This is an optimization exercise on Yosys and OpenROAD, whose aim is small area, not a production implementation.
In this exercise RTL edits were held to simulation tests only and were not proved equivalent to the original.
In runs 2 to 5 the design's own scripts or RTL, not TritonCTS, make the clock network.
The flow treats the clock pin as an ideal source. Dropping or thinning the clock tree relies on that and would not hold on a real chip.
Power figures rest on the tool's default switching activity, not on a simulated workload.

**flow/flow/resynth.tcl**
```tcl
# Re-map the combinational logic of the standard synthesis netlist for area.
# Sequential cells are kept as instances, with their names.
yosys -import
set lib $::env(FLOW_HOME)/platforms/sky130hd/lib/sky130_fd_sc_hd__tt_025C_1v80.lib
# the platform's don't-use cells (probe and lpflow cells)
set fh [open $::env(FLOW_HOME)/platforms/sky130hd/config.mk r]
set cfg [read $fh]
close $fh
set dont_use {}
foreach c [lsort -unique [regexp -all -inline {sky130_fd_sc_hd__(?:probe|probec|lpflow)_[a-z0-9_]+} $cfg]] {
  lappend dont_use -dont_use $c
}

read_liberty -ignore_miss_func $lib
read_verilog std_netlist.v
hierarchy -top zcpd_core
setattr -mod -set keep_hierarchy 1 sky130_fd_sc_hd__df* sky130_fd_sc_hd__edf* sky130_fd_sc_hd__sdf* sky130_fd_sc_hd__dl*
flatten
hierarchy -top zcpd_core
blackbox sky130_fd_sc_hd__df* sky130_fd_sc_hd__edf* sky130_fd_sc_hd__sdf* sky130_fd_sc_hd__dl*
opt -full
abc -liberty $lib {*}$dont_use -script resynth.abc
opt_clean -purge
setundef -zero
splitnets
opt_clean -purge
hilomap -singleton -hicell sky130_fd_sc_hd__conb_1 HI -locell sky130_fd_sc_hd__conb_1 LO
insbuf -buf sky130_fd_sc_hd__buf_4 A X
opt_clean -purge
tee -o resynth_stat.txt stat -liberty $lib
write_verilog -noattr -nohex -nodec resynth_netlist.v
```
**flow/flow/cts_args.txt**
```
-sink_clustering_enable -repair_clock_nets -dont_use_dummy_load -buf_list sky130_fd_sc_hd__clkbuf_8 -root_buf sky130_fd_sc_hd__clkbuf_8 -sink_clustering_size 30 -sink_clustering_max_diameter 120
```
**flow/flow/run.sh**
```bash
#!/bin/bash
# Layout flow: the standard synthesis, then a stronger area-oriented
# re-mapping of its combinational logic (every register instance of the
# standard synthesis is kept as is, and the result is checked equivalent),
# then the standard ORFS flow from the floorplan on, with port buffers of the
# smallest buffer cell and a clock tree of the buffers and clustering given in
# cts_args.txt, without dummy loads.
set -uo pipefail
HERE=$(pwd)
RES=$HERE/orfs/results/$FLOW_PLATFORM/zcpd_core/base
ROUNDS=${ROUNDS:-3}
DS_T=${DS_T:-120}
SEEDS="0 1 2 3"

bash standard.sh synth > synth_std.log 2>&1 || { echo "standard synth failed"; exit 1; }
cp $RES/1_2_yosys.v $HERE/std_netlist.v

regs() { grep -E "^\s*sky130_fd_sc_hd__(df|edf|sdf|dl)[a-z0-9_]* " "$1" | sed 's/(.*//; s/ *$//' | sort; }
area() { grep "Chip area" "$1" | awk '{print $NF}'; }
regs $HERE/std_netlist.v > regs_std.txt

# Re-mapping: ROUNDS rounds of ABC deepsyn with several seeds in parallel,
# each round starting from the smallest netlist so far.
best=$HERE/std_netlist.v
best_area=1e12
for r in $(seq 1 $ROUNDS); do
  for s in $SEEDS; do
    d=$HERE/resynth_r${r}_s${s}
    mkdir -p $d
    cp $best $d/std_netlist.v
    printf "strash\n&get -n\n&deepsyn -T $DS_T -S $s\n&dch -f\n&nf -a\n&put\n" > $d/resynth.abc
    (cd $d && yosys -c $HERE/flow/resynth.tcl > resynth.log 2>&1) &
  done
  wait
  for s in $SEEDS; do
    d=$HERE/resynth_r${r}_s${s}
    [[ -s $d/resynth_netlist.v && -s $d/resynth_stat.txt ]] || continue
    regs $d/resynth_netlist.v > $d/regs.txt
    cmp -s regs_std.txt $d/regs.txt || continue
    a=$(area $d/resynth_stat.txt)
    echo "round $r seed $s: area $a" | tee -a resynth_rounds.log
    if python3 -c "import sys; sys.exit(0 if float('$a') < float('$best_area') else 1)"; then
      best=$d/resynth_netlist.v; best_area=$a
    fi
  done
done
rm -f $HERE/resynth_r*/std_netlist.v

ok=0
if [[ $best != $HERE/std_netlist.v && $(wc -l < regs_std.txt) -gt 0 ]]; then
  cp $best $HERE/resynth_netlist.v
  # equivalence of the re-mapped netlist with the standard one
  yosys -c $HERE/flow/equiv.tcl > equiv.log 2>&1 && ok=1
fi
if [[ $ok == 1 ]]; then
  echo "using re-mapped netlist $best (area $best_area)" | tee flow_choice.log
  cp $HERE/resynth_netlist.v $RES/1_2_yosys.v
  rm -f $RES/1_synth.odb $RES/1_synth.sdc
else
  echo "re-mapping rejected, using the standard netlist" | tee flow_choice.log
fi

CTS_ARGS="$(cat $HERE/flow/cts_args.txt)"
echo "CTS_ARGS: $CTS_ARGS"
bash standard.sh BUFFER_PORTS_ARGS="-buffer_cell sky130_fd_sc_hd__buf_1" \
  CTS_ARGS="$CTS_ARGS" finish > layout.log 2>&1
status=$?
tail -20 layout.log
exit $status
```
**flow/standard.sh**
```bash
#!/bin/bash
# synth_recipe.tcl (not shown) runs the flow's synth.tcl, then flattens the netlist and writes it again
# the make line also repeats each setting of config.mk as NAME=value (left out here)
make -C /OpenROAD-flow-scripts/flow DESIGN_CONFIG=/design/flow/config.mk WORK_HOME=/design/flow/orfs CLKGATE_MAP_FILE= SYNTH_SCRIPT=/design/flow/synth_recipe.tcl "${@:-finish}"
```
**flow/config.mk**
```make
export PLATFORM = sky130hd
export DESIGN_NAME = zcpd_core
export DESIGN_NICKNAME = zcpd_core
export VERILOG_FILES = /design/flow/design.v
export SDC_FILE = /design/flow/constraint.sdc
export NUM_CORES = 4
export LEC_CHECK = 0
export CAP_MARGIN = 20
export CORE_MARGIN = 2
export CORE_UTILIZATION = 40
export GPL_TIMING_DRIVEN = 0
export PLACE_DENSITY = 0.6
export SLEW_MARGIN = 20
```
**flow/flow/equiv.tcl**
```tcl
# Prove the re-mapped netlist equivalent to the standard synthesis netlist.
yosys -import
set lib $::env(FLOW_HOME)/platforms/sky130hd/lib/sky130_fd_sc_hd__tt_025C_1v80.lib
read_liberty -ignore_miss_func $lib
read_verilog std_netlist.v
yosys rename zcpd_core gold
read_verilog resynth_netlist.v
yosys rename zcpd_core gate
yosys flatten gold gate
equiv_make gold gate eq
hierarchy -top eq
equiv_simple -seq 2
equiv_induct
equiv_status -assert
```
**flow/constraint.sdc**
```tcl
create_clock -name core_clock -period 25.0 [get_ports {clk}]
set_input_delay 5.0000 -clock core_clock [delete_from_list [all_inputs] [get_ports {clk}]]
set_output_delay 5.0000 -clock core_clock [all_outputs]
set_load 0.01 [all_outputs]
```
**flow/design.v**
```verilog
module zcpd_core (
    input  wire        clk,
    input  wire        rst_n,
    input  wire        op_valid,
    input  wire [23:0] op_word,
    output reg  [15:0] rdata,
    output reg         rdata_valid,
    output wire        gate_out,
    output wire        heartbeat_out,
    output wire        cal_done
);
    reg        zc_prev;
    reg [15:0] guard;
    reg [2:0]  cal_phase;
    reg [15:0] cnt;          
    reg [10:0] cal_sum;
    reg [2:0]  cal_idx;
    reg [7:0]  ctrl_state;
    reg        gate;
    reg        heartbeat;
    reg [15:0] dim_target;
    reg [3:0]  rd_addr;
    wire mode = cal_phase[2] & cal_phase[0];
    function [15:0] inc16(input [15:0] a, input ci);    
        integer i;
        reg c;
        begin
            c = ci;
            for (i = 0; i < 16; i = i + 1) begin
                inc16[i] = a[i] ^ c;
                c = c & a[i];
            end
        end
    endfunction
    function ge8(input [7:0] a, input [7:0] b);          
        integer i;
        reg g;
        begin
            g = 1'b1;
            for (i = 0; i < 8; i = i + 1)
                g = (a[i] & !b[i]) | (!(a[i] ^ b[i]) & g);
            ge8 = g;
        end
    endfunction    
    assign gate_out      = gate;
    assign heartbeat_out = heartbeat;
    assign cal_done      = mode;
    wire [1:0]  op    = op_word[23:22];
    wire [3:0]  addr  = op_word[19:16];
    wire        z     = op_word[0];
    wire zero_21_16 = (op_word[21:20] == 2'd0);
    wire zero_15_1  = (op_word[15:1] == 15'd0);
    wire zero_19_16 = (op_word[19:16] == 4'd0);
    wire do_tick  = rst_n && op_valid && (op == 2'b00) && zero_21_16 &&
                    zero_19_16 && zero_15_1;
    wire do_write = rst_n && op_valid && (op == 2'b01) && zero_21_16;
    wire do_read  = op_valid && (op == 2'b10);
    wire rd_legal = zero_21_16 && zero_15_1 && !op_word[0];
    wire rst      = !rst_n || (op_valid && (op == 2'b11) && zero_21_16 &&
                               zero_19_16 && zero_15_1 && !op_word[0]);
    wire rising = z && !zc_prev;
    wire accept = rising && ((|guard[15:8]) || ge8(guard[7:0], 8'd141));
    wire g_sat  = &guard;
    always @(posedge clk) begin
        if (rst)
            zc_prev <= 1'b1;
        else if (do_tick)
            zc_prev <= z;
    end
    always @(posedge clk) begin
        if (rst || (do_tick && accept))
            guard <= 16'd0;
        else
            guard <= inc16(guard, do_tick && !g_sat);
    end
    wire [15:0] c      = inc16(cnt, 1'b1);
    wire        c_hi   = |c[15:8];
    wire        armed  = (dim_target[15:8] == 8'd0) && !ge8(dim_target[7:0], 8'd230);
    wire        fire   = armed && (c_hi || ge8(c[7:0], dim_target[7:0]));
    wire        tmo    = c_hi || ge8(c[7:0], 8'd230);
    wire        c_ge2  = |c[15:1];
    wire        c_ge10 = (|c[15:4]) || (c[3] & (c[2] | c[1]));
    wire st_idle = (ctrl_state == 8'd0);
    wire st_off  = (ctrl_state == 8'd1);
    wire st_del  = (ctrl_state == 8'd2);
    wire st_trg  = (ctrl_state == 8'd3);
    wire run  = do_tick && mode;
    wire cal  = do_tick && !mode;
    wire ph_ref  = (cal_phase == 3'd3);
    wire ph_col  = (cal_phase == 3'd4);
    wire in_win  = (cnt[15:8] == 8'd0) && !ge8(cnt[7:0], 8'd220);
    wire sample  = cal && ph_col && accept && in_win;
    wire publish = sample && (cal_idx == 3'd7);
    reg cnt_clr;
    reg cnt_inc;
    always @(*) begin
        cnt_clr = 1'b0;
        cnt_inc = 1'b0;
        if (rst) begin
            cnt_clr = 1'b1;
        end else if (cal) begin
            cnt_clr = (ph_ref || ph_col) && accept;
            cnt_inc = !(&cnt);
        end else if (run) begin
            if (st_idle) begin
                cnt_clr = accept;
            end else if (st_off) begin
                cnt_clr = c_ge2;
                cnt_inc = 1'b1;
            end else if (st_del) begin
                cnt_clr = fire;
                cnt_inc = 1'b1;
            end else if (st_trg) begin
                cnt_inc = 1'b1;
            end
        end
    end
    always @(posedge clk) begin
        if (cnt_clr)
            cnt <= 16'd0;
        else
            cnt <= inc16(cnt, cnt_inc);
    end
    always @(posedge clk) begin
        if (rst) begin
            cal_phase <= 3'd0;
        end else if (cal) begin
            case (cal_phase)
                3'd0: if (!z) cal_phase <= 3'd1;
                3'd1: if (z)  cal_phase <= 3'd2;
                3'd2: if (!z) cal_phase <= 3'd3;
                3'd3: if (accept) cal_phase <= 3'd4;
                3'd4: if (publish) cal_phase <= 3'd5;
                default: ;
            endcase
        end
    end
    reg [10:0] sum_nxt;
    reg        sc;
    reg        sb;
    integer    k;
    always @(*) begin
        sc = sample;
        for (k = 0; k < 11; k = k + 1) begin
            if (k < 8) begin
                sb = cnt[k] & sample;
                sum_nxt[k] = cal_sum[k] ^ sb ^ sc;
                sc = (cal_sum[k] & sb) | (sc & (cal_sum[k] ^ sb));
            end else begin
                sum_nxt[k] = cal_sum[k] ^ sc;
                sc = sc & cal_sum[k];
            end
        end
    end
    always @(posedge clk) begin
        if (rst) begin
            cal_sum <= 11'd0;
            cal_idx <= 3'd0;
        end else begin
            cal_sum <= sum_nxt;
            cal_idx <= {cal_idx[2] ^ (cal_idx[1] & cal_idx[0] & sample),
                        cal_idx[1] ^ (cal_idx[0] & sample), cal_idx[0] ^ sample};
        end
    end
    always @(posedge clk) begin
        if (rst) begin
            ctrl_state <= 8'd0;
            gate       <= 1'b0;
            heartbeat  <= 1'b0;
        end else if (run) begin
            if (st_idle) begin
                if (accept) begin
                    heartbeat  <= !heartbeat;
                    ctrl_state <= 8'd1;
                end
            end else if (st_off) begin
                if (c_ge2) ctrl_state <= 8'd2;
            end else if (st_del) begin
                if (fire) begin
                    gate       <= 1'b1;
                    ctrl_state <= 8'd3;
                end else if (tmo) begin
                    gate       <= 1'b0;
                    ctrl_state <= 8'd0;
                end
            end else if (st_trg) begin
                if (c_ge10) begin
                    gate       <= 1'b0;
                    ctrl_state <= 8'd0;
                end
            end else begin
                gate       <= 1'b0;
                ctrl_state <= 8'd0;
            end
        end else if (do_write && addr == 4'd9) begin
            ctrl_state <= op_word[7:0];
        end
    end
    always @(posedge clk) begin
        if (rst)
            dim_target <= 16'hFFFF;
        else if (do_write && addr == 4'd0)
            dim_target <= op_word[15:0];
    end
    always @(posedge clk) begin
        rdata_valid <= rst_n && do_read;
        rd_addr     <= rd_legal ? addr : 4'd15;
    end
    wire [7:0] avg = cal_sum[10:3];
    wire [14:0] mm_out;
    wire mm_0;
    wire mm_1;
    wire mm_10;
    wire mm_11;
    wire mm_12;
    wire mm_13;
    wire mm_14;
    wire mm_15;
    wire mm_16;
    wire mm_17;
    wire mm_18;
    wire mm_19;
    wire mm_2;
    wire mm_20;
    wire mm_21;
    wire mm_22;
    wire mm_23;
    wire mm_24;
    wire mm_25;
    wire mm_26;
    wire mm_27;
    wire mm_28;
    wire mm_29;
    wire mm_3;
    wire mm_30;
    wire mm_31;
    wire mm_32;
    wire mm_33;
    wire mm_34;
    wire mm_35;
    wire mm_36;
    wire mm_37;
    wire mm_38;
    wire mm_39;
    wire mm_4;
    wire mm_40;
    wire mm_41;
    wire mm_42;
    wire mm_43;
    wire mm_44;
    wire mm_45;
    wire mm_46;
    wire mm_47;
    wire mm_48;
    wire mm_49;
    wire mm_5;
    wire mm_50;
    wire mm_51;
    wire mm_52;
    wire mm_53;
    wire mm_54;
    wire mm_55;
    wire mm_56;
    wire mm_57;
    wire mm_58;
    wire mm_59;
    wire mm_6;
    wire mm_60;
    wire mm_61;
    wire mm_62;
    wire mm_63;
    wire mm_64;
    wire mm_65;
    wire mm_66;
    wire mm_67;
    wire mm_68;
    wire mm_69;
    wire mm_7;
    wire mm_8;
    wire mm_9;
    assign mm_48 = ~avg[4];
    assign mm_47 = avg[0] & ~(avg[2]);
    assign mm_46 = ~(mm_47 | avg[1]);
    assign mm_45 = mm_46 & ~(avg[2]);
    assign mm_44 = avg[3] & ~(mm_45);
    assign mm_43 = mm_48 & ~(mm_44);
    assign mm_42 = avg[5] & ~(avg[6]);
    assign mm_41 = mm_42 & ~(mm_43);
    assign mm_40 = ~avg[6];
    assign mm_39 = mm_43 & ~(mm_40);
    assign mm_out[12] = mm_39 | mm_41;
    assign mm_38 = avg[4] & ~(avg[6]);
    assign mm_37 = mm_38 & mm_44;
    assign mm_36 = ~(avg[5] | avg[6]);
    assign mm_35 = mm_43 & ~(mm_36);
    assign mm_out[11] = mm_35 | mm_37;
    assign mm_34 = mm_46 & ~(avg[3]);
    assign mm_33 = mm_34 & ~(avg[2]);
    assign mm_32 = mm_36 & ~(avg[4]);
    assign mm_31 = avg[6] & avg[4];
    assign mm_30 = mm_31 | mm_32;
    assign mm_29 = ~(mm_30 | mm_44);
    assign mm_out[10] = mm_29 & ~(mm_33);
    assign mm_28 = mm_45 & ~(mm_31);
    assign mm_27 = avg[3] & avg[2];
    assign mm_26 = mm_48 & ~(mm_27);
    assign mm_25 = avg[6] & ~(mm_26);
    assign mm_24 = avg[0] & ~(mm_25);
    assign mm_out[7] = ~mm_24;
    assign mm_23 = avg[1] & ~(mm_25);
    assign mm_22 = ~(mm_23 | mm_32);
    assign mm_21 = ~(mm_22 & mm_out[7]);
    assign mm_20 = ~(mm_32 | avg[2]);
    assign mm_19 = mm_21 & ~(mm_20);
    assign mm_out[9] = mm_19 | mm_28;
    assign mm_out[8] = mm_22 ^ mm_24;
    assign mm_18 = avg[5] & ~(mm_26);
    assign mm_out[5] = mm_40 & ~(mm_18);
    assign mm_out[6] = ~mm_out[5];
    assign mm_17 = ~avg[3];
    assign mm_16 = avg[2] & avg[1];
    assign mm_15 = mm_17 & ~(mm_16);
    assign mm_14 = avg[4] & ~(mm_15);
    assign mm_13 = mm_14 & ~(mm_40);
    assign mm_out[4] = mm_13 | mm_out[5];
    assign mm_12 = ~(avg[1] & avg[0]);
    assign mm_11 = avg[3] & ~(mm_12);
    assign mm_10 = mm_26 & ~(mm_11);
    assign mm_9 = ~(mm_10 | mm_out[5]);
    assign mm_8 = ~(mm_14 | mm_26);
    assign mm_7 = ~(mm_8 | mm_33);
    assign mm_6 = ~(avg[3] | avg[0]);
    assign mm_5 = mm_6 | mm_48;
    assign mm_4 = avg[6] & ~(mm_11);
    assign mm_3 = mm_5 & ~(mm_4);
    assign mm_2 = mm_3 | ~(mm_7);
    assign mm_1 = mm_2 & ~(mm_42);
    assign mm_out[3] = ~(mm_1 ^ mm_9);
    assign mm_0 = mm_7 & mm_42;
    assign mm_out[2] = mm_0 | mm_1;
    assign mm_69 = avg[6] & avg[1];
    assign mm_68 = ~(mm_69 & mm_47);
    assign mm_67 = mm_68 | avg[3];
    assign mm_66 = mm_67 & ~(mm_36);
    assign mm_65 = avg[2] & ~(avg[0]);
    assign mm_64 = mm_38 & ~(mm_65);
    assign mm_63 = ~(mm_64 | mm_66);
    assign mm_62 = mm_27 & ~(avg[6]);
    assign mm_61 = mm_62 | mm_15;
    assign mm_60 = mm_61 & ~(mm_45);
    assign mm_59 = ~(mm_60 | mm_63);
    assign mm_58 = mm_9 | avg[4];
    assign mm_57 = ~(mm_58 & mm_59);
    assign mm_56 = mm_48 & ~(mm_59);
    assign mm_out[1] = mm_57 & ~(mm_56);
    assign mm_55 = mm_31 | mm_17;
    assign mm_54 = mm_55 | mm_46;
    assign mm_53 = mm_68 & ~(mm_54);
    assign mm_52 = mm_53 | mm_34;
    assign mm_51 = mm_52 | mm_63;
    assign mm_50 = mm_63 & ~(avg[0]);
    assign mm_49 = mm_50 & ~(mm_out[10]);
    assign mm_out[0] = mm_51 & ~(mm_49);
    assign mm_out[13] = avg[6] & ~(mm_43);
    assign mm_out[14] = 1'h1;
    wire [6:0] min_v = mm_out[6:0];
    wire [7:0] max_v = mm_out[14:7];
    wire [15:0] status = {ctrl_state, 1'b0, zc_prev, heartbeat, gate,
                          cal_phase, mode};
    wire s_dim = (rd_addr == 4'd0);
    wire s_min = (rd_addr == 4'd1) & mode;
    wire s_max = (rd_addr == 4'd2) & mode;
    wire s_st  = (rd_addr == 4'd3);
    wire s_cnt = ((rd_addr == 4'd4) & mode) | ((rd_addr == 4'd6) & !mode);
    wire s_g   = (rd_addr == 4'd5);
    wire s_sum = (rd_addr == 4'd7);
    wire s_idx = (rd_addr == 4'd8);
    always @(*) begin
        rdata = ({16{s_dim}} & dim_target) | ({16{s_min}} & {9'd0, min_v}) |
                ({16{s_max}} & {8'd0, max_v}) | ({16{s_st}} & status) |
                ({16{s_cnt}} & cnt) | ({16{s_g}} & guard) |
                ({16{s_sum}} & {5'd0, cal_sum}) | ({16{s_idx}} & {12'd0, mode, cal_idx});
    end
endmodule
```
==> results of run 1 <==
## power groups by stage
stage | combinational (mW) | sequential, mW | clock, mW
2_1_floorplan | 0.00284 | 0.132 | 0
3_3_place_gp | 0.00661 | 0.132 | 0
3_5_place_dp | 0.00671 | 0.132 | 0
4_1_cts | 0.00674 | 0.129 | 0.0761
5_1_grt | 0.00751 | 0.129 | 0.0811
6_report | 0.00680 | 0.129 | 0.0755
## flip-flops by register name (all words and copies together) (netlist names)
signal and cells:
cal_phase 3, cnt 16, guard 16, rdata_valid 1, heartbeat 1, rd_addr 4, dim_target 16, cal_sum 11
zc_prev 1, cal_idx 3, ctrl_state 8, gate 1
## cell type report
cell class | count | area share
Inverter | 9 | 0.007117
Timing Repair Buffer | 47 | 0.03795
Tap cell | 136 | 0.03585
Clock buffer | 9 | 0.02609
Multi-Input combinational cell | 446 | 0.5514
Sequential cell | 81 | 0.3416
## cell usage in the layout, fill, tap and decap left out, types with 16 or more instances in the layout
cell      instances
nand3_1          23
nand2_1          74
o22a_1           16
buf_1            46
and3_1           16
nor2_1           71
a21oi_1          34
a222oi_1         16
nor3_1           25
o21ai_0          16
dfxtp_1          81
## tightest hold or removal path, stage by stage, from the launching register on
cell	delay [ps]
dfxtp_1	340
nand2_1	60
nand2_1	40
## stage by stage
stage	hold slack [ps]	utilization	instances	total power [mW]	setup WS, ps
floorplan	426.3	-	536	0.1352	16170
global placement	459.7	0.4450	718	0.1390	14770
detailed placement	462.5	0.4476	719	0.1391	14680
CTS	481.3	0.4596	728	0.2123	15030
global route	515.2	0.4598	728	0.2180	14530
finish	489.3	0.4598	728	0.2117	15070
## per-layer routing
layer  GRT usage  vias up  share of wire
met2      0.3847      194           0.45
li1            -     2151              -
met4     0.06772        0          0.019
met1      0.3271     2069           0.45
met5           0        -              0
met3     0.04195       22          0.075
## worst max path at each step
| stage | from | end | slack, ps | depth (start not counted) |
|---|---|---|---|---|
| CTS | op_word[16] | cal_sum[10] | 15030 | 20 |
| floorplan | op_word[16] | cal_sum[10] | 16170 | 19 |
| detailed placement | op_word[16] | cal_sum[10] | 14680 | 20 |
| global placement | op_word[16] | cal_sum[10] | 14770 | 20 |
| finish | op_word[16] | cal_sum[10] | 15070 | 20 |
| global route | op_word[16] | cal_sum[10] | 14530 | 20 |
==> results by group, run 1 <==
Global route
  – Largest net degree at the start of global routing: 19
  – Initial antenna violation count: 0
  – Vias in the first global route: 4030
  – Global-route wire length before repair: 21.26 mm
  – Total gr overflow: 0
  – Total GRT Usage: 0.2387

Timing
  – Setup TNS: 0 ps
  – Final hold vios: 0
  – Worst slew pin tran: 1054 ps
  – Final worst path period share: 0.3973
  – Fmax: 100.7 MHz
  – Skew final: 40.84 ps
  – Max-slew headroom at the worst pin: 0.2947
  – Slew Viols, Final: 0
  – Minimum clock period: 9931 ps
  – RSZ-0062 raised after global routing: no
  – Final setup vio count: 0

Synthesis
  – Yosys warns: 1
  – Area of the mapped netlist: 0.004252 mm2
  – Gate Count Post-Synth: 536
  – Mean Syn Cell Area: 7.932 um2
  – Synthesized Nets: 563

Die
  – Row Count: 37
  – Initial Utilization: 0.4118
  – Die W: 107.1 um
  – DIE AREA: 0.01147 mm2
  – Die Y-Extent: 107.1 um
  – Std-Cell Core Area: 0.01032 mm2
  – # IOs: 47

Place
  – Post-Place Cell Area: 0.004621 mm2
  – Port-buffer cells: 46
  – Placer Congestion: 0.9387
  – Post-DP HPWL: 10.08 mm

Setup path
  – Critical path endpoint category: flop
  – Arrival time at the worst endpoint: 10140 ps
  – Critical Path RT: 25210 ps
  – Crit-path max cell delay: 680 ps
  – Startpoint Class: input port
  – Worst Reg-to-Reg Cells: 19
  – Slowest-stage cell, CP: nor4_1
  – Delay-heaviest family, CP: simple AND/OR/NAND/NOR gates
  – Buf/Inv on CP: 1
  – Setup CP Type: input port to flop
  – CP max FO: 12
  – Slack of the worst reg-to-reg path: 19800 ps
  – Cell breakdown of the critical path: buf_1, nor4_1, nand2_1, nor3_1, and3_1, a22oi_1, xnor2_1, a22oi_1, nand2_1, a21oi_1, nand2_1, a21oi_1, nand2_1, a21oi_1, xnor2_1, o22ai_1, xnor2_1, a211oi_1, and3_1, nor3_1
  – RR Endpoint: cal_sum[10]
  – Worst r2r src: guard[2]
  – CP most frequent cell: nand2_1

Route
  – Drc violations: 0
  – Via count: 4436
  – TritonRoute pass-1 iters: 9
  – Detailed Route Iter0 Violations: 364
  – DR WL/cell: 18.42 um
  – Avg Vias per Cell: 6.093
  – Post-route ant nets: 0
  – Total wire length: 13.41 mm

Clock network
  – # hold bufs at CTS: 0
  – CTS tree: yes
  – CTS resizes: 0
  – Clock Pin Slew Worst Setup and Hold Paths: 70 ps
  – CTS max path bufs: 2
  – Clk Latency, worst-skew pair: 370 ps
  – TritonCTS Buffers: 9
  – Post-CTS setup buffers: 0
  – Sink Count: 81
  – Clock root buffer: clkbuf_8
  – CTS H-Tree Depth: 3

Layout
  – Area delta synth->final: 11.65%
  – Nets: 621
  – Register area: 0.001622 mm2
  – Multi-input gate area: 0.002618 mm2
  – Share of cells above drive strength 1: 0.02365
  – Fillers: 1082
  – Design area: 0.004747 mm2
  – N_diodes: 0

Pwr
  – Psw: 48.24 uW
  – Sequential Power Share: 0.611
  – Clock power share: 0.357
  – Internal: 163.5 uW
  – Logic gate share of total power: 0.032
  – Pwr dens: 44.60 mW/mm2
  – VDD IR max: 0.03543 mV
  – Switching Share: 0.2279
  – Leakage: 1.600 nW

Worst hold path
  – Hold Crit Start: ctrl_state[1]
  – Hold Path End: ctrl_state[1]
  – Worst Hold Class: flop to flop
  – Worst hold path cell count: 2

Run status
  – Status: no timing/DRC/antenna violations

Flow run
  – Max Cap Viol: 0
==> run 2, diff against run 1 <==
--- a/flow/design.v
+++ b/flow/design.v
@@ -11,16 +11,19 @@
 );
     reg        zc_prev;
     reg [15:0] guard;
-    reg [2:0]  cal_phase;
+    reg [3:0]  cal_st;       
     reg [15:0] cnt;          
     reg [10:0] cal_sum;
-    reg [2:0]  cal_idx;
     reg [7:0]  ctrl_state;
     reg        gate;
     reg        heartbeat;
     reg [15:0] dim_target;
     reg [3:0]  rd_addr;
-    wire mode = cal_phase[2] & cal_phase[0];
+    wire       mode      = cal_st[2] & !cal_st[3];           
+    wire [2:0] cal_phase = {cal_st[3] | cal_st[2],
+                            !cal_st[3] & cal_st[1],
+                            !cal_st[3] & (cal_st[2] | cal_st[0])};
+    wire [3:0] cal_idx   = {mode, cal_st[3] ? cal_st[2:0] : 3'd0};
     function [15:0] inc16(input [15:0] a, input ci);    
         integer i;
         reg c;
@@ -86,11 +89,11 @@
     wire st_trg  = (ctrl_state == 8'd3);
     wire run  = do_tick && mode;
     wire cal  = do_tick && !mode;
-    wire ph_ref  = (cal_phase == 3'd3);
-    wire ph_col  = (cal_phase == 3'd4);
+    wire ph_ref  = (cal_st == 4'd3);
+    wire ph_col  = cal_st[3];
     wire in_win  = (cnt[15:8] == 8'd0) && !ge8(cnt[7:0], 8'd220);
     wire sample  = cal && ph_col && accept && in_win;
-    wire publish = sample && (cal_idx == 3'd7);
+    wire publish = sample && (cal_st == 4'd15);
     reg cnt_clr;
     reg cnt_inc;
     always @(*) begin
@@ -123,15 +126,15 @@
     end
     always @(posedge clk) begin
         if (rst) begin
-            cal_phase <= 3'd0;
+            cal_st <= 4'd0;
         end else if (cal) begin
-            case (cal_phase)
-                3'd0: if (!z) cal_phase <= 3'd1;
-                3'd1: if (z)  cal_phase <= 3'd2;
-                3'd2: if (!z) cal_phase <= 3'd3;
-                3'd3: if (accept) cal_phase <= 3'd4;
-                3'd4: if (publish) cal_phase <= 3'd5;
-                default: ;
+            case (cal_st)
+                4'd0: if (!z) cal_st <= 4'd1;
+                4'd1: if (z)  cal_st <= 4'd2;
+                4'd2: if (!z) cal_st <= 4'd3;
+                4'd3: if (accept) cal_st <= 4'd8;
+                4'd15: if (sample) cal_st <= 4'd4;
+                default: if (sample) cal_st <= cal_st + 4'd1;
             endcase
         end
     end
@@ -155,11 +158,8 @@
     always @(posedge clk) begin
         if (rst) begin
             cal_sum <= 11'd0;
-            cal_idx <= 3'd0;
         end else begin
             cal_sum <= sum_nxt;
-            cal_idx <= {cal_idx[2] ^ (cal_idx[1] & cal_idx[0] & sample),
-                        cal_idx[1] ^ (cal_idx[0] & sample), cal_idx[0] ^ sample};
         end
     end
     always @(posedge clk) begin
@@ -379,6 +379,6 @@
         rdata = ({16{s_dim}} & dim_target) | ({16{s_min}} & {9'd0, min_v}) |
                 ({16{s_max}} & {8'd0, max_v}) | ({16{s_st}} & status) |
                 ({16{s_cnt}} & cnt) | ({16{s_g}} & guard) |
-                ({16{s_sum}} & {5'd0, cal_sum}) | ({16{s_idx}} & {12'd0, mode, cal_idx});
+                ({16{s_sum}} & {5'd0, cal_sum}) | ({16{s_idx}} & {12'd0, cal_idx});
     end
 endmodule
--- a/flow/flow/run.sh
+++ b/flow/flow/run.sh
@@ -3,14 +3,14 @@
 # re-mapping of its combinational logic (every register instance of the
 # standard synthesis is kept as is, and the result is checked equivalent),
 # then the standard ORFS flow from the floorplan on, with port buffers of the
-# smallest buffer cell and a clock tree of the buffers and clustering given in
-# cts_args.txt, without dummy loads.
+# smallest buffer cell and a clock tree of four clkbuf_16 fed by the clock port
+# (ORFS's CTS if that leaves a clock-pin slew near the limit).
 set -uo pipefail
 HERE=$(pwd)
 RES=$HERE/orfs/results/$FLOW_PLATFORM/zcpd_core/base
-ROUNDS=${ROUNDS:-3}
+ROUNDS=${ROUNDS:-4}
 DS_T=${DS_T:-120}
-SEEDS="0 1 2 3"
+SEEDS="0 1 2 P"
 
 bash standard.sh synth > synth_std.log 2>&1 || { echo "standard synth failed"; exit 1; }
 cp $RES/1_2_yosys.v $HERE/std_netlist.v
@@ -19,16 +19,21 @@
 area() { grep "Chip area" "$1" | awk '{print $NF}'; }
 regs $HERE/std_netlist.v > regs_std.txt
 
-# Re-mapping: ROUNDS rounds of ABC deepsyn with several seeds in parallel,
-# each round starting from the smallest netlist so far.
+# Re-mapping: ROUNDS rounds of ABC deepsyn with several seeds, and a plain
+# re-mapping, in parallel, each round starting from the smallest netlist so far.
 best=$HERE/std_netlist.v
 best_area=1e12
 for r in $(seq 1 $ROUNDS); do
-  for s in $SEEDS; do
+    for s in $SEEDS; do
     d=$HERE/resynth_r${r}_s${s}
     mkdir -p $d
     cp $best $d/std_netlist.v
-    printf "strash\n&get -n\n&deepsyn -T $DS_T -S $s\n&dch -f\n&nf -a\n&put\n" > $d/resynth.abc
+    if [[ $s == P ]]; then
+      # re-map the best netlist so far with more area recovery
+      printf "strash\n&get -n\n&dch -f\n&nf -a -R 1000\n&put\n" > $d/resynth.abc
+    else
+      printf "strash\n&get -n\n&deepsyn -T $DS_T -S $(( (r - 1) * 3 + s ))\n&dch -f\n&nf -a\n&put\n" > $d/resynth.abc
+    fi
     (cd $d && yosys -c $HERE/flow/resynth.tcl > resynth.log 2>&1) &
   done
   wait
@@ -61,9 +66,27 @@
 fi
 
 CTS_ARGS="$(cat $HERE/flow/cts_args.txt)"
-echo "CTS_ARGS: $CTS_ARGS"
-bash standard.sh BUFFER_PORTS_ARGS="-buffer_cell sky130_fd_sc_hd__buf_1" \
-  CTS_ARGS="$CTS_ARGS" finish > layout.log 2>&1
+MAKE_ARGS=(BUFFER_PORTS_ARGS="-buffer_cell sky130_fd_sc_hd__buf_1" CTS_ARGS="$CTS_ARGS")
+bash standard.sh "${MAKE_ARGS[@]}" place > layout_place.log 2>&1
+# Clock tree of a few large clock buffers (cts_step.tcl) in place of CTS; if
+# it fails, ORFS's CTS runs instead with CTS_ARGS.
+if [[ -f $RES/3_place.odb ]]; then
+  HERE=$HERE RES=$RES NCLK=4 CLKBUF=sky130_fd_sc_hd__clkbuf_16 \
+    openroad -no_init -exit $HERE/flow/cts_step.tcl > cts_step.log 2>&1 \
+    || { echo "manual clock tree failed, using CTS"; rm -f $RES/4_1_cts.odb $RES/4_cts.sdc; }
+fi
+bash standard.sh "${MAKE_ARGS[@]}" finish > layout.log 2>&1
+if [[ -f $RES/6_final.odb && ! -f $RES/used_cts ]]; then
+  HERE=$HERE RES=$RES openroad -no_init -exit $HERE/flow/slew_check.tcl > slew_check.log 2>&1
+  slew=$(grep CLK_SLEW_MAX slew_check.log | awk '{print $2}')
+  echo "largest clock-pin slew with the manual clock tree: $slew" | tee -a flow_choice.log
+  if [[ -z "$slew" ]] || python3 -c "import sys; sys.exit(0 if float('$slew') > 0.105 else 1)"; then
+    echo "redoing the layout from CTS with ORFS's CTS" | tee -a flow_choice.log
+    rm -f $RES/4_1_cts.odb $RES/4_cts.odb $RES/4_cts.sdc $RES/5_* $RES/6_* out/final.def
+    touch $RES/used_cts
+    bash standard.sh "${MAKE_ARGS[@]}" finish > layout_cts.log 2>&1
+  fi
+fi
 status=$?
 tail -20 layout.log
 exit $status
==> flow/flow/cts_step.tcl (new file) <==
# Clock tree: NCLK clock buffers placed at the centres of k-means clusters of
# the registers, all driven by the clock port (see manual_cts.tcl).
set res $::env(RES)
read_liberty $::env(FLOW_HOME)/platforms/sky130hd/lib/sky130_fd_sc_hd__tt_025C_1v80.lib
read_db $res/3_place.odb
read_sdc $res/3_place.sdc
source $::env(FLOW_HOME)/platforms/sky130hd/setRC.tcl
source $::env(HERE)/flow/manual_cts.tcl
mcts_run $::env(NCLK) $::env(CLKBUF)
detailed_placement
check_placement -verbose
estimate_parasitics -placement
write_sdc -no_timestamp $res/4_cts.sdc
set_propagated_clock [all_clocks]
report_clock_skew
report_worst_slack -max
report_worst_slack -min
set mx 0
foreach p [get_pins -hierarchical */CLK] {
  set s [get_property $p slew_max]
  if { $s > $mx } { set mx $s }
}
puts "largest register clock-pin slew (placement estimate): $mx"
report_check_types -max_slew -max_capacitance -violators
write_db $res/4_1_cts.odb
==> flow/flow/manual_cts.tcl (new file) <==
# Replace the clock tree built by CTS with NCLK clock buffers (CLKBUF cell),
# each driving one cluster of registers (k-means on their placement),
# all fed directly by the clock port.
proc mcts_run { nclk bufname } {
  set block [ord::get_db_block]
  set db [ord::get_db]
  set clk_bterm [$block findBTerm clk]
  set clk_net [$clk_bterm getNet]
  # registers: instances with a CLK pin
  set regs {}
  foreach inst [$block getInsts] {
    set it [$inst findITerm CLK]
    if { $it != "NULL" && $it != "" } { lappend regs $inst }
  }
  # remove the CTS buffers and their nets
  set old_nets {}
  foreach inst [$block getInsts] {
    set m [[$inst getMaster] getName]
    set n [$inst getName]
    if { [regexp {^(clkbuf_|clkload)} $n] && [regexp {clk|bufinv} $m] } {
      foreach it [$inst getITerms] {
        set net [$it getNet]
        if { $net != "NULL" && $net != "" && [$net getId] != [$clk_net getId] && [$net getSigType] == "CLOCK" } {
          lappend old_nets $net
        }
        $it disconnect
      }
      odb::dbInst_destroy $inst
    }
  }
  foreach it [$clk_net getITerms] { $it disconnect }
  # k-means on register locations
  set pts {}
  foreach r $regs {
    set loc [$r getLocation]
    lappend pts [list [lindex $loc 0] [lindex $loc 1]]
  }
  set n [llength $pts]
  set cents {}
  set sorted [lsort -integer -index 0 $pts]
  for {set k 0} {$k < $nclk} {incr k} {
    lappend cents [lindex $sorted [expr {int(($k + 0.5) * $n / $nclk)}]]
  }
  for {set iter 0} {$iter < 50} {incr iter} {
    set assign {}
    foreach p $pts {
      set best 0; set bd 1e30
      for {set k 0} {$k < $nclk} {incr k} {
        set c [lindex $cents $k]
        set d [expr {abs([lindex $p 0]-[lindex $c 0]) + abs([lindex $p 1]-[lindex $c 1])}]
        if { $d < $bd } { set bd $d; set best $k }
      }
      lappend assign $best
    }
    set newc {}
    for {set k 0} {$k < $nclk} {incr k} {
      set sx 0; set sy 0; set m 0
      foreach p $pts a $assign { if {$a == $k} { set sx [expr {$sx + [lindex $p 0]}]; set sy [expr {$sy + [lindex $p 1]}]; incr m } }
      if { $m > 0 } { lappend newc [list [expr {$sx / $m}] [expr {$sy / $m}]] } else { lappend newc [lindex $cents $k] }
    }
    set cents $newc
  }
  set master [$db findMaster $bufname]
  for {set k 0} {$k < $nclk} {incr k} {
    set b [odb::dbInst_create $block $master "clkbuf_m_$k"]
    set c [lindex $cents $k]
    $b setLocation [expr {int([lindex $c 0])}] [expr {int([lindex $c 1])}]
    $b setPlacementStatus PLACED
    set net [odb::dbNet_create $block "clknet_m_$k"]
    $net setSigType CLOCK
    [$b findITerm A] connect $clk_net
    [$b findITerm X] connect $net
    set cnt 0
    foreach r $regs a $assign { if {$a == $k} { [$r findITerm CLK] connect $net; incr cnt } }
    puts "manual CTS: clkbuf_m_$k ($bufname) drives $cnt registers"
  }
  foreach net $old_nets { if { [llength [$net getITerms]] == 0 } { catch { odb::dbNet_destroy $net } } }
}
==> flow/flow/slew_check.tcl (new file) <==
# Largest register clock-pin slew of the final layout, with its extracted
# parasitics.
set res $::env(RES)
read_liberty $::env(FLOW_HOME)/platforms/sky130hd/lib/sky130_fd_sc_hd__tt_025C_1v80.lib
read_db $res/6_final.odb
read_sdc $res/6_final.sdc
source $::env(FLOW_HOME)/platforms/sky130hd/setRC.tcl
read_spef $res/6_final.spef
set_propagated_clock [all_clocks]
set mx 0
foreach p [get_pins -hierarchical */CLK] {
  set s [get_property $p slew_max]
  if { $s > $mx } { set mx $s }
}
puts "CLK_SLEW_MAX $mx"
==> results by group, run 2 <==
Run status
  – Status: no timing/DRC/antenna violations

Die
  – Std-Cell Core Area: 0.01032 mm2
  – Initial Utilization: 0.4134
  – DIE AREA: 0.01151 mm2
  – # IOs: 47
  – Row Count: 37
  – Die W: 107.3 um
  – Die Y-Extent: 107.3 um

Global route
  – Initial antenna violation count: 0
  – Total gr overflow: 0
  – Vias in the first global route: 4198
  – Largest net degree at the start of global routing: 24
  – Global-route wire length before repair: 21.93 mm
  – Total GRT Usage: 0.2357

Setup path
  – Worst r2r src: guard[1]
  – Setup CP Type: input port to flop
  – Crit-path max cell delay: 660 ps
  – Slowest-stage cell, CP: nor3_2
  – Cell breakdown of the critical path: buf_1, or4_1, nor4b_1, nand3_1, nor3_2, o221a_1, maj3_1, maj3_1, maj3_1, maj3_1, maj3_1, maj3_1, and4_1, nor3_1
  – CP endpoint: cal_sum[10]
  – Slack of the worst reg-to-reg path: 20190 ps
  – CP max FO: 10
  – Arrival time at the worst endpoint: 9160 ps
  – Crit path launch: op_word[16]
  – Critical Path RT: 25020 ps
  – Worst Reg-to-Reg Cells: 13
  – Critical path endpoint category: flop
  – CP most frequent cell: maj3_1
  – RR Endpoint: cal_sum[10]
  – Startpoint Class: input port

Pwr
  – Leakage: 1.615 nW
  – Internal: 156.6 uW
  – Psw: 36.95 uW
  – Switching Share: 0.1909
  – Logic gate share of total power: 0.033
  – Clock power share: 0.317
  – Overall Power: 193.6 uW
  – VDD IR max: 0.03028 mV
  – Sequential Power Share: 0.650
  – Pwr dens: 40.78 mW/mm2

Layout
  – Area delta synth->final: 11.23%
  – Most frequent cells in the layout: dfxtp_1 (79), nand2_1 (62), nor2_1 (51)
  – Design area: 0.004747 mm2
  – Share of cells above drive strength 1: 0.01864
  – Non-Filler Instances: 726
  – N_diodes: 0
  – Nets: 619
  – Commonest non-fill, non-tap cell in the layout: dfxtp_1
  – Biggest regs: cnt: 16 flops, dim_target: 16 flops, guard: 16 flops

Place
  – Port-buffer cells: 46
  – Post-DP HPWL: 10.37 mm
  – Placer Congestion: 0.9120
  – Post-Place Cell Area: 0.004639 mm2
  – Placed instance count: 722

Timing
  – Minimum clock period: 9143 ps
  – Final setup vio count: 0
  – Max-slew headroom at the worst pin: 0.2427
  – Skew final: 8.127 ps
  – Fmax: 109.4 MHz
  – Hold_ws: 506.6 ps
  – Final worst path period share: 0.3657
  – RSZ-0062 raised after global routing: no
  – Setup TNS: 0 ps
  – Slew Viols, Final: 0
  – Worst slew pin tran: 1126 ps
  – Final hold vios: 0

Clock network
  – Clk Latency, worst-skew pair: 150 ps
  – Clock Pin Slew Worst Setup and Hold Paths: 90 ps

Synthesis
  – Gate Count Post-Synth: 537
  – Area of the mapped netlist: 0.004268 mm2
  – Mean Syn Cell Area: 7.948 um2
  – Yosys warns: 1
  – Synthesized Nets: 564

Worst hold path
  – Worst Hold Class: flop to flop
  – Worst hold path cell count: 1

Flow run
  – Max Cap Viol: 0

Route
  – Total wire length: 13.58 mm
  – Post-route ant nets: 0
  – Avg Vias per Cell: 6.262
  – Drc violations: 0
  – Detailed Route Iter0 Violations: 571
  – DR WL/cell: 18.71 um
  – TritonRoute pass-1 iters: 8
  – Via count: 4546
run 2: stage by stage:
step	utilization	setup slack, ps
floorplan	-	16540
global placement	0.4466	15530
detailed placement	0.4494	15370
global route	0.4598	15520
finish	0.4598	15860
run 2: worst min-delay path by stage:
stage,to,start,slack [ps]
after global routing,dim_target[15],dim_target[15],530
after detailed placement,dim_target[15],dim_target[15],490
after global placement,dim_target[12],dim_target[12],480
after floorplan,dim_target[14],dim_target[14],460
final,dim_target[15],dim_target[15],510
run 2: layout make-up:
cell class	count	area (um2)
Sequential cell	79	1582
Fill cell	1054	5577
Timing Repair Buffer	49	190.2
Multi-Input combinational cell	449	2671
Inverter	9	33.78
Buffer	4	100.1
Tap cell	136	170.2
run 2: power by group through the flow:
stage | Sequential, mW | Combinational (mW) | Clock (mW)
after floorplan | 0.129 | 0.00246 | 0
after global placement | 0.129 | 0.00609 | 0
after detailed placement | 0.129 | 0.00629 | 0
after global routing | 0.126 | 0.00710 | 0.0673
final | 0.126 | 0.00634 | 0.0614
run 2: per-layer routing:
layer	up-vias	GRT usage	share of wire
met5	-	0	0
met4	0	0.06030	0.025
met3	23	0.01513	0.068
met2	189	0.3965	0.46
met1	2134	0.3283	0.45
li1	2200	-	-
run 2: worst max-delay path: cells and delay by family:
kind	cells	cell delay, ps
simple gates	6	2290
fa+ha+maj	6	1370
compound gates	1	370
buf+inv	1	110
==> run 3, diff against run 2 <==
--- a/flow/flow/run.sh
+++ b/flow/flow/run.sh
@@ -8,9 +8,9 @@
 set -uo pipefail
 HERE=$(pwd)
 RES=$HERE/orfs/results/$FLOW_PLATFORM/zcpd_core/base
-ROUNDS=${ROUNDS:-4}
-DS_T=${DS_T:-120}
-SEEDS="0 1 2 P"
+ROUNDS=${ROUNDS:-2}
+DS_T=${DS_T:-300}
+SEEDS="0 1 2 3"
 
 bash standard.sh synth > synth_std.log 2>&1 || { echo "standard synth failed"; exit 1; }
 cp $RES/1_2_yosys.v $HERE/std_netlist.v
@@ -32,7 +32,7 @@
       # re-map the best netlist so far with more area recovery
       printf "strash\n&get -n\n&dch -f\n&nf -a -R 1000\n&put\n" > $d/resynth.abc
     else
-      printf "strash\n&get -n\n&deepsyn -T $DS_T -S $(( (r - 1) * 3 + s ))\n&dch -f\n&nf -a\n&put\n" > $d/resynth.abc
+      printf "strash\n&get -n\n&deepsyn -T $DS_T -S $(( (r - 1) * 4 + s ))\n&dch -f\n&nf -a\n&put\n" > $d/resynth.abc
     fi
     (cd $d && yosys -c $HERE/flow/resynth.tcl > resynth.log 2>&1) &
   done
--- a/flow/config.mk
+++ b/flow/config.mk
@@ -5,9 +5,9 @@
 export SDC_FILE = /design/flow/constraint.sdc
 export NUM_CORES = 4
 export LEC_CHECK = 0
-export CAP_MARGIN = 20
+export CAP_MARGIN = 10
 export CORE_MARGIN = 2
 export CORE_UTILIZATION = 40
 export GPL_TIMING_DRIVEN = 0
 export PLACE_DENSITY = 0.6
-export SLEW_MARGIN = 20
+export SLEW_MARGIN = 10
==> results by group, run 3 <==
Run status
  – Status: no timing/DRC/antenna violations

Route
  – Avg Vias per Cell: 5.853
  – Post-route ant nets: 0
  – Drc violations: 0
  – Total wire length: 15.06 mm
  – Via count: 4788
  – DR WL/cell: 18.42 um
  – Detailed Route Iter0 Violations: 455
  – TritonRoute pass-1 iters: 8

Flow run
  – Max Cap Viol: 0

Timing
  – Setup TNS: 0 ps
  – RSZ-0062 raised after global routing: no
  – Final setup vio count: 0
  – Hold_ws: 490.1 ps
  – Max-slew headroom at the worst pin: 0.2898
  – Final hold vios: 0
  – Final worst path period share: 0.3878
  – Fmax: 103.1 MHz
  – Worst slew pin tran: 1056 ps
  – Slew Viols, Final: 0
  – Skew final: 26.85 ps
  – Minimum clock period: 9695 ps
  – Post-route setup slack: 15300 ps

Layout
  – Multi-input gate area: 0.003452 mm2
  – Register area: 0.001582 mm2
  – Share of cells above drive strength 1: 0.04489
  – Fillers: 1335
  – Area delta synth->final: 9.295%
  – Non-Filler Instances: 818
  – Biggest regs: cnt: 16 flops, dim_target: 16 flops, guard: 16 flops
  – Final core utilization: 0.4510
  – Nets: 741
  – Commonest non-fill, non-tap cell in the layout: dfxtp_1
  – Most frequent cells in the layout: dfxtp_1 (79), nand2_1 (67), ha_1 (58)
  – N_diodes: 0

Die
  – Std-Cell Core Area: 0.01272 mm2
  – Initial Utilization: 0.4127
  – DIE AREA: 0.01406 mm2
  – Die W: 118.6 um
  – # IOs: 47
  – Row Count: 41
  – Die Y-Extent: 118.6 um

Synthesis
  – Synthesized Nets: 689
  – Top-count cell post-synth: dfxtp_1
  – Post-synth top area share: 0.3012
  – Yosys warns: 1
  – Commonest cells in the netlist: dfxtp_1 (79), nand2_1 (67), ha_1 (58)
  – Ys flop type: dfxtp_1
  – Yosys reg bits: 79
  – Gate Count Post-Synth: 596
  – Synth top area cells: dfxtp_1 (30%), ha_1 (14%), and2_1 (5.6%)
  – Synth async-reset ratio: 0
  – Post-synth EDFFs: 0
  – Area of the mapped netlist: 0.005250 mm2
  – Mean Syn Cell Area: 8.809 um2
  – Sequential area share after synthesis: 0.3012
  – Cell taking the most area after synthesis: dfxtp_1
  – Post-synthesis cell type count: 68

Place
  – Port-buffer cells: 46
  – Placer Congestion: 0.9318
  – Dpl ws: 15120 ps
  – Placed instance count: 814
  – Post-DP HPWL: 12.16 mm

Pwr
  – Leakage: 2.642 nW
  – VDD IR max: 0.04250 mV
  – Pwr dens: 34.04 mW/mm2

Global route
  – Initial antenna violation count: 0
  – Total GRT Usage: 0.2144
  – Vias in the first global route: 4639
  – Total gr overflow: 0
  – Global-route wire length before repair: 24.72 mm
  – Largest net degree at the start of global routing: 25

Setup path
  – Startpoint Class: input port
  – Critical path endpoint category: flop
  – Setup CP Type: input port to flop
  – Arrival time at the worst endpoint: 9710 ps
  – Critical Path RT: 25020 ps
  – CP max FO: 9

Worst hold path
  – Worst Hold Class: flop to flop

Clock network
  – Clk Latency, worst-skew pair: 150 ps
  – Clock Pin Slew Worst Setup and Hold Paths: 90 ps
==> run 3: final timing paths <==
kind | cells after the start | start | endpoint | slack [ps]
max | 20 | op_word[2] | cal_sum[10] | 15300
min | 2 | ctrl_state[6] | ctrl_state[6] | 490
max reg2reg | 19 | guard[11] | cal_sum[10] | 19650
min reg2reg | 2 | ctrl_state[6] | ctrl_state[6] | 490
==> run 3: through the flow <==
stage          total power [mW]  instance area [um2]
2_1_floorplan            0.1326                 5250
3_3_place_gp             0.1366                 5638
3_5_place_dp             0.1369                 5638
5_1_grt                  0.2034                 5738
6_report                 0.1953                 5738
==> run 3: cell families (layout without fill, tap and decap cells) <==
logic type / count (synthesis) / after routing / share of synthesized area
simple gates: 251 / 251 / 0.2626
compound gates: 116 / 116 / 0.1635
flops: 79 / 79 / 0.3012
fa+ha+maj: 66 / 66 / 0.1687
buf+inv: 50 / 100 / 0.04123
mux: 25 / 25 / 0.04766
xor+xnor: 9 / 9 / 0.01502
==> run 3: metal layers <==
| metal | share of wire | track usage | up-vias | wire length, um |
|---|---|---|---|---|
| met1 | 0.47 | 0.3071 | 2313 | 7048 |
| met2 | 0.46 | 0.3534 | 167 | 6867 |
| met3 | 0.058 | 0.02075 | 18 | 874 |
| li1 | - | - | 2290 | - |
| met5 | 0 | 0 | - | 0 |
| met4 | 0.018 | 0.03646 | 0 | 273 |
==> run 3: worst max-delay path, cell delays in order <==
cell and delay [ps]:
buf_1 190, nor4_2 90, nand4_2 210, nor3_1 140, and3_1 170, clkbuf_1 200
nand2_1 130, fa_1 160, inv_1 50, fa_1 380, fa_1 420, fa_1 420
fa_1 390, fa_1 380, fa_1 390, fa_1 390, ha_1 190, ha_1 220
xnor2_1 150, nor2_1 50
==> run 3: power by group <==
part | switching [mW] | total, mW | internal, mW
sequential | 0.0000405 | 0.126 | 0.126
clock | 0.0322 | 0.0612 | 0.0291
combinational | 0.00551 | 0.00822 | 0.00270
==> run 3: cell type report <==
cell class / instances / share of cell area
plain buffers: 35 / 0.04274
inverters: 19 / 0.01243
multi-input cells: 467 / 0.6016
flip-flops and latches: 79 / 0.2756
well taps: 172 / 0.03751
repair buffers: 46 / 0.03009
==> run 4, diff against run 3 <==
--- a/flow/flow/equiv.tcl
+++ b/flow/flow/equiv.tcl
@@ -7,6 +7,9 @@
 read_verilog resynth_netlist.v
 yosys rename zcpd_core gate
 yosys flatten gold gate
+# match the two netlists on ports and register outputs only: hide the
+# generated internal net names, which may coincide between them
+yosys rename -hide gold/w:_* gate/w:_*
 equiv_make gold gate eq
 hierarchy -top eq
 equiv_simple -seq 2
==> results by group, run 4 <==
Run status
  – Status: no timing/DRC/antenna violations

Timing
  – Slew Viols, Final: 0
  – RSZ-0062 raised after global routing: no
  – Minimum clock period: 8848 ps
  – Fmax: 113.0 MHz
  – Final worst path period share: 0.3539
  – Max-slew headroom at the worst pin: 0.2060
  – Final hold vios: 0
  – Skew final: 15.13 ps
  – Setup TNS: 0 ps
  – Final setup vio count: 0
  – Hold_ws: 493.6 ps
  – Worst slew pin tran: 1182 ps

Pwr
  – Internal: 156.7 uW
  – Overall Power: 193.8 uW
  – Switching Share: 0.1916
  – Logic gate share of total power: 0.033
  – Sequential Power Share: 0.649
  – Clock power share: 0.318
  – VDD IR max: 0.04567 mV
  – Pwr dens: 41.48 mW/mm2
  – Leakage: 1.485 nW
  – Psw: 37.13 uW

Setup path
  – Critical path endpoint category: flop
  – Slowest-stage cell, CP: nor3_1
  – CP max FO: 8
  – Cell breakdown of the critical path: buf_1, nor4b_1, nand2_1, nor3_1, nand2_1, or3_1, nor2_1, nand3_1, a211oi_1, nand3_1, xor2_1, nor2_1
  – Delay-heaviest family, CP: simple AND/OR/NAND/NOR gates
  – Crit-path max cell delay: 930 ps
  – Setup CP Type: input port to flop
  – Arrival time at the worst endpoint: 8880 ps
  – Startpoint Class: input port
  – Buf/Inv on CP: 1
  – Critical Path RT: 25030 ps

Die
  – # IOs: 47
  – DIE AREA: 0.01132 mm2
  – Die W: 106.4 um
  – Row Count: 37
  – Die Y-Extent: 106.4 um
  – Std-Cell Core Area: 0.01023 mm2
  – Initial Utilization: 0.4099

Place
  – Placed instance count: 714
  – Post-DP HPWL: 10.08 mm
  – Placer Congestion: 0.9334
  – Port-buffer cells: 46
  – Post-Place Cell Area: 0.004568 mm2

Route
  – Avg Vias per Cell: 6.352
  – DR WL/cell: 18.54 um
  – Total wire length: 13.31 mm
  – TritonRoute pass-1 iters: 6
  – Drc violations: 0
  – Detailed Route Iter0 Violations: 372
  – Post-route ant nets: 0
  – Via count: 4561

Synthesis
  – Mean Syn Cell Area: 7.913 um2
  – Yosys warns: 1
  – Area of the mapped netlist: 0.004194 mm2
  – Synthesized Nets: 557
  – Gate Count Post-Synth: 530

Layout
  – N_diodes: 0
  – Design area: 0.004672 mm2
  – Non-Filler Instances: 718
  – Commonest non-fill, non-tap cell in the layout: dfxtp_1
  – Biggest regs: cnt: 16 flops, dim_target: 16 flops, guard: 16 flops
  – Nets: 611
  – Most frequent cells in the layout: dfxtp_1 (79), nand2_1 (60), nor2_1 (52)
  – Share of cells above drive strength 1: 0.01718
  – Area delta synth->final: 11.40%

Global route
  – Total gr overflow: 0
  – Total GRT Usage: 0.2307
  – Vias in the first global route: 4051
  – Largest net degree at the start of global routing: 25
  – Global-route wire length before repair: 21.54 mm
  – Initial antenna violation count: 0

Worst hold path
  – Worst Hold Class: flop to flop

Clock network
  – Clock Pin Slew Worst Setup and Hold Paths: 90 ps
  – Clk Latency, worst-skew pair: 150 ps

Flow run
  – Max Cap Viol: 0
==> run 4: final cells by class <==
type	instances	area, um2
Inverter	17	63.81
Fill cell	1051	5559
Timing Repair Buffer	48	187.7
Multi-Input combinational cell	434	2569
Buffer	4	100.1
Tap cell	136	170.2
Sequential cell	79	1582
==> run 4: final timing paths <==
check	from	cells past startpoint	slack (ps)	end
worst max-delay path	op_word[16]	12	16150	cal_sum[10]
worst min-delay path	cal_sum[1]	1	490	cal_sum[1]
worst max register to register	cal_st[3]	12	20930	cnt[15]
worst min register to register	cal_sum[1]	1	490	cal_sum[1]
==> run 4: power groups by stage <==
stage          clock, mW  combinational, mW  sequential, mW
3_5_place_dp           0            0.00630           0.129
6_report          0.0616            0.00633           0.126
2_1_floorplan          0            0.00254           0.129
5_1_grt           0.0685            0.00701           0.126
3_3_place_gp           0            0.00615           0.129
==> run 4: through the flow <==
stage,setup slack (ps),util
after floorplan,17150,-
after global placement,16050,0.4434
after detailed placement,16110,0.4465
after global routing,15820,0.4566
final,16150,0.4566
==> run 4: layer usage <==
metal | part of all wire | track usage | wire length (um) | up-vias
li1 | - | - | - | 2191
met1 | 0.45 | 0.3332 | 6027 | 2165
met2 | 0.46 | 0.3810 | 6097 | 191
met3 | 0.074 | 0.01962 | 981 | 14
met4 | 0.015 | 0.03665 | 204 | 0
met5 | 0 | 0 | 0 | -
==> run 5, diff against run 4 <==
--- a/flow/config.mk
+++ b/flow/config.mk
@@ -7,7 +7,7 @@
 export LEC_CHECK = 0
 export CAP_MARGIN = 10
 export CORE_MARGIN = 2
-export CORE_UTILIZATION = 40
+export CORE_UTILIZATION = 60
 export GPL_TIMING_DRIVEN = 0
-export PLACE_DENSITY = 0.6
+export PLACE_DENSITY = 0.7
 export SLEW_MARGIN = 10
==> results by group, run 5 <==
Run status
  – Status: no timing/DRC/antenna violations

Flow run
  – Max Cap Viol: 0

Route
  – TritonRoute pass-1 iters: 8
  – Detailed Route Iter0 Violations: 458
  – Total wire length: 13.25 mm
  – DR WL/cell: 19.54 um
  – Drc violations: 0
  – Post-route ant nets: 0
  – Avg Vias per Cell: 6.917
  – Via count: 4690

Timing
  – Max-slew headroom at the worst pin: 0.1713
  – Final hold vios: 0
  – Worst slew pin tran: 1234 ps
  – Setup TNS: 0 ps
  – Slew Viols, Final: 0
  – Minimum clock period: 8998 ps
  – Fmax: 111.1 MHz
  – Hold_ws: 487.9 ps
  – Final setup vio count: 0
  – RSZ-0062 raised after global routing: no
  – Final worst path period share: 0.3599
  – Skew final: 19.68 ps

Global route
  – Global-route wire length before repair: 20.64 mm
  – Largest net degree at the start of global routing: 25
  – Initial antenna violation count: 0
  – Total gr overflow: 0
  – Met2 usage: 0.5661
  – Met3 Use GR: 0.03016
  – Total GRT Usage: 0.3374
  – Layer with the highest usage: met2
  – Vias in the first global route: 4171
  – Met1 global-route usage: 0.4484

Setup path
  – Cell breakdown of the critical path: buf_1, nor4b_1, nand2_1, nor3_1, nand2_1, or3_1, nor2_1, nand3_1, a211oi_1, nand3_1, xor2_1, nor2_1
  – Critical path endpoint category: flop
  – Worst Reg-to-Reg Cells: 12
  – Crit-path max cell delay: 970 ps
  – Slack of the worst reg-to-reg path: 20890 ps
  – Delay-heaviest family, CP: simple AND/OR/NAND/NOR gates
  – Arrival time at the worst endpoint: 9020 ps
  – Critical Path RT: 25030 ps
  – CP max FO: 8
  – Setup CP Type: input port to flop
  – Buf/Inv on CP: 1
  – Startpoint Class: input port
  – Worst r2r src: cal_st[3]
  – RR Endpoint: cnt[15]
  – Slowest-stage cell, CP: nor3_1

Place
  – Placer Congestion: 0.9413
  – Placed instance count: 674
  – Port-buffer cells: 46
  – Post-DP HPWL: 9.944 mm

Pwr
  – Internal: 156.7 uW
  – Overall Power: 193.6 uW
  – Logic gate share of total power: 0.033
  – Pwr dens: 41.89 mW/mm2
  – Switching Share: 0.1907
  – Leakage: 1.485 nW
  – VDD IR max: 0.04116 mV
  – Sequential Power Share: 0.650
  – Psw: 36.92 uW
  – Clock power share: 0.317

Layout
  – Biggest regs: cnt: 16 flops, dim_target: 16 flops, guard: 16 flops
  – Share of cells above drive strength 1: 0.01718
  – Most frequent cells in the layout: dfxtp_1 (79), nand2_1 (60), nor2_1 (52)
  – Nets: 611
  – Fillers: 598
  – Area delta synth->final: 10.20%
  – Commonest non-fill, non-tap cell in the layout: dfxtp_1
  – N_diodes: 0
  – Final core utilization: 0.6803
  – Non-Filler Instances: 678

Die
  – Std-Cell Core Area: 0.006794 mm2
  – Die Y-Extent: 87.61 um
  – Die W: 87.61 um
  – Row Count: 30
  – # IOs: 47
  – DIE AREA: 0.007675 mm2
  – Initial Utilization: 0.6173

Clock network
  – Clock Pin Slew Worst Setup and Hold Paths: 90 ps
  – Clk Latency, worst-skew pair: 150 ps

Worst hold path
  – Worst Hold Class: flop to flop
  – Worst hold path cell count: 1
  – Hold Crit Start: cal_sum[2]
  – Hold Path End: cal_sum[2]

Synthesis
  – Mean Syn Cell Area: 7.913 um2
  – Yosys warns: 1
  – Gate Count Post-Synth: 530
  – Area of the mapped netlist: 0.004194 mm2
  – Synthesized Nets: 557
-- run 5: how the worst max path moves through the flow --
stage | cells after the start | slack [ps] | end | start
after detailed placement | 12 | 16040 | cal_sum[10] | op_word[16]
after global routing | 12 | 15820 | cal_sum[10] | op_word[16]
final | 12 | 16000 | cal_sum[10] | op_word[16]
after global placement | 12 | 16100 | cal_sum[10] | op_word[16]
after floorplan | 11 | 17150 | guard[14] | op_word[16]
-- run 5: through the flow --
step           cell area, um2  setup slack (ps)
3_5_place_dp             4518             16040
6_report                 4622             16000
5_1_grt                  4622             15820
3_3_place_gp             4487             16100
2_1_floorplan            4194             17150
-- run 5: power groups by stage --
stage	registers (mW)	clock network, mW	logic [mW]
after floorplan	0.129	0	0.00254
after global placement	0.129	0	0.00596
after detailed placement	0.129	0	0.00612
after global routing	0.126	0.0655	0.00688
final	0.126	0.0614	0.00633
-- run 5: metal layers --
layer | vias up | wire, um
met1 | 2143 | 5260
met3 | 56 | 1238
met5 | - | 0
li1 | 2195 | -
met4 | 0 | 581
met2 | 296 | 6170
-- run 5: cell type report --
type                       count  area (um2)  share of cell area
sequential                    79        1582              0.3422
inverter                      17       63.81             0.01381
multi-input combinational    434        2569              0.5558
tap                           96       120.1             0.02599
timing repair buffer          48       187.7             0.04061
buffer                         4       100.1             0.02166

[port drivers added, routing unchanged]
The flow's constraints put no driver on any port. The routed layouts listed below were extracted and timed again, unchanged, in two steps.
Step 1 assumes that a clkbuf_16 drives the clock port and a buf_2 every other input.
Step 2 moves the port delays by t, midway between the first and last clock arrival at a register: inputs arrive t later, outputs are due t later. That takes back most of the time a late clock gives input paths.
Slacks: no drivers / after step 1 / after step 2; pairs: no drivers / after step 1.
run	t (ns)	slack for setup (ns)	cell pins on the clock port's net
run 1	0.387	15.069 / 15.082 / 14.695	1
run 2	0.232	15.857 / 15.924 / 15.692	4
run 3	0.229	15.305 / 15.372 / 15.143	4
run 4	0.228	16.152 / 16.211 / 15.983	4
run 5	0.222	16.002 / 16.055 / 15.833	4
After both steps every run listed still meets setup and hold. The setup slack of run 1, which loses most, moves by +0.013 ns with the drivers and by -0.374 ns with both steps.
